This design comes from an exercise in tuning for small area, a short achievable clock period and few clock cycles on the open sky130 flow, not from production work.
In this exercise RTL edits were held to simulation tests only and were not proved equivalent to the original.
Power and IR drop assume default switching activity.

## before
// inv16_core
module inv16_core (
    input  wire         clk,
    input  wire         rst,           
    input  wire         start,         
    input  wire [15:0]  nsteps,        
    output wire         busy,
    input  wire         hw_we,
    input  wire [4:0]   hw_sel,        
    input  wire [15:0]  hw_data,
    output wire [255:0] regs,          
    output wire [15:0]  pc_o,
    output wire         dir_o,         
    output wire [1:0]   err_o,
    output wire         halted_o,
    output wire         brk_o,         
    output reg          mem_req,
    output reg          mem_we,
    output reg  [15:0]  mem_addr,
    output wire [15:0]  mem_wdata,     
    input  wire         mem_ack,
    input  wire [15:0]  mem_rdata      
);
Size: roughly 3900 cells after synthesis, about 430 flip-flops, ~370 I/O pins.
export LEC_CHECK = 0
export CAP_MARGIN = 30
export CORE_MARGIN = 2
export CORE_UTILIZATION = 45
export SLEW_MARGIN = 30
export TNS_END_PERCENT = 10
create_clock -name core_clock -period 11.0 [get_ports {clk}]
standard.sh (not shown) runs the stock make flow with config.mk's settings and CLKGATE_MAP_FILE= SYNTH_SCRIPT=/design/flow/synth_recipe.tcl, a recipe that flattens the netlist after the stock synthesis.
==> flow/flow/run.sh <==
#!/bin/bash
set -euo pipefail
export BUFFER_PORTS_ARGS="-buffer_cell sky130_fd_sc_hd__buf_1"
export SETUP_SLACK_MARGIN=6
bash standard.sh > standard.log 2>&1
Testbench counts of before, summed over its fixed seeds: cycles 119,468.
diff inputs: before => after
--- a/flow/design.v
+++ b/flow/design.v
@@ -414,15 +414,15 @@
                         wd = pc;
                     end
                     default: we = 1'b1;
                 endcase
             end
             S_TWIN: begin
                 we = mem_ack;
-                wd = pc;
+                wd = dr;           
             end
             S_SRMW: begin
                 we = mem_ack;
                 wd = dr;
             end
             S_MUL: begin
                 we = mem_ack;
@@ -531,28 +531,31 @@
                                 err   <= ERR_SRR;
                                 state <= S_IDLE;
                             end else begin
                                 state <= S_SRR;
                             end
                         end
                         OP_JEQ: begin
-                            if (!eq) ;
-                            else if (oa[0]) begin
-                                err   <= ERR_MISALIGNED;
-                                state <= S_IDLE;
-                            end else if (!eqk) begin
-                                state <= S_TWIN;
-                            end else begin
-                                dr  <= pc;
-                                dq  <= oa;
-                                ufa <= fa;
-                                if (!twin_ok) begin
+                            dr  <= pc;
+                            dq  <= oa;
+                            ufa <= fa;
+                            if (eqk) begin
+                                if (oa[0]) begin
+                                    err   <= ERR_MISALIGNED;
+                                    state <= S_IDLE;
+                                end else if (!twin_ok) begin
                                     err   <= ERR_MISMATCHED;
                                     state <= S_UNDO;
                                 end
+                            end else if (eq) begin
+                                if (oa[0]) begin
+                                    err   <= ERR_MISALIGNED;
+                                    state <= S_UNDO;
+                                end else
+                                    state <= S_TWIN;
                             end
                         end
                         OP_SRM: begin
                             dr    <= mem_rdata;
                             state <= S_SRMW;
                         end
                         OP_DIV: begin
@@ -576,17 +579,14 @@
                         last       <= (steps_left == 16'd2);
                         state      <= last ? S_IDLE : S_FETCH;
                     end
                 end
                 S_MUL, S_SRR: ;
                 S_UNDO: state <= S_IDLE;
                 S_TWIN: if (mem_ack) begin
-                    dr  <= pc;
-                    dq  <= oa;
-                    ufa <= fa;
                     if (!twin_ok) begin
                         err   <= ERR_MISMATCHED;
                         state <= S_UNDO;
                     end
                 end
                 S_DIV: begin
                     if (dcnt != 4'd0) begin
@@ -605,15 +605,15 @@
             pc_d = 16'h0000;
         else case (state)
             S_IDLE:  if (!start && hw_we && hw_sel == 5'd16) pc_d = hw_data;
             S_EXEC:  if (mem_ack) begin
                 case (op)
                     OP_BRK:  if (!(fa == 4'hF && fb == 4'hF)) pc_d = pc_next;
                     OP_SRR, OP_SRM, OP_MUL: ;
-                    OP_JEQ:  if (!eq) pc_d = pc_next; else if (!oa[0] && eqk) pc_d = oa;
+                    OP_JEQ:  if (!eqk) pc_d = pc_next; else if (!oa[0]) pc_d = oa;
                     OP_DIV:  if (div_zero) pc_d = pc_next;
                     default: pc_d = pc_next;
                 endcase
             end
             S_SRMW, S_MUL, S_SRR: if (mem_ack) pc_d = pc_next;
             S_DIV:   if (dcnt == 4'd0 && mem_ack) pc_d = pc_next;
             S_UNDO:  pc_d = dr;
## What came out
Simple-gate area share of the yosys netlist, before and after: larger value in after
before → after: max-slew headroom at the worst pin decreased 5.3 points, minimum setup slack in the final design higher, die extent in y decreased by 1.4% relative to the old numbers.
after ended with less final standard cell area without fillers than before.
When the final numbers for before and after were put side by side, the register share of total power turned out to be smaller in before.
Netlist area before placement delta for after relative to before: about 2.8% lower
Time the final worst path needs with I/O delays and setup in after is 120 ps lower than in before
after ended up with fewer standard cells than before.
after vs before, capturing element of the worst setup path: eqk$_DFFE_PP_ vs mem_addr[1]
Testbench counts of after, summed over its fixed seeds: cycles 119,469.

what the ideal ports hide:
No port has a modelled driver above. Below, the same layouts with a new extraction and two added sets of constraints. Step 1 sets driving cells, clkbuf_16 on the clock port and buf_2 on the other inputs (assumed; they add their load-dependent delay and slew). Step 2 adds t to the input delays and takes it off the output delays; t is the mean of the earliest and latest rising clock arrival at the registers after step 1. Input paths then give back, and output paths get back, about the clock's delay inside the block. Three values: ideal ports, drivers, drivers and shift; two values: the first two.
| run | shift t [ns] | setup WS [ns] | worst slew at a driven data input, ns | cell pins on the clock port's net |
|---|---|---|---|---|
| before | 0.705 | 5.510 / 5.435 / 5.022 | 0.06 | 1 |
| after | 0.694 | 5.626 / 5.671 / 4.977 | 0.07 | 1 |
After both steps every run listed still meets setup and hold. For after, which loses most, drivers alone change the setup slack by +0.045 ns; drivers and shift together by -0.649 ns.
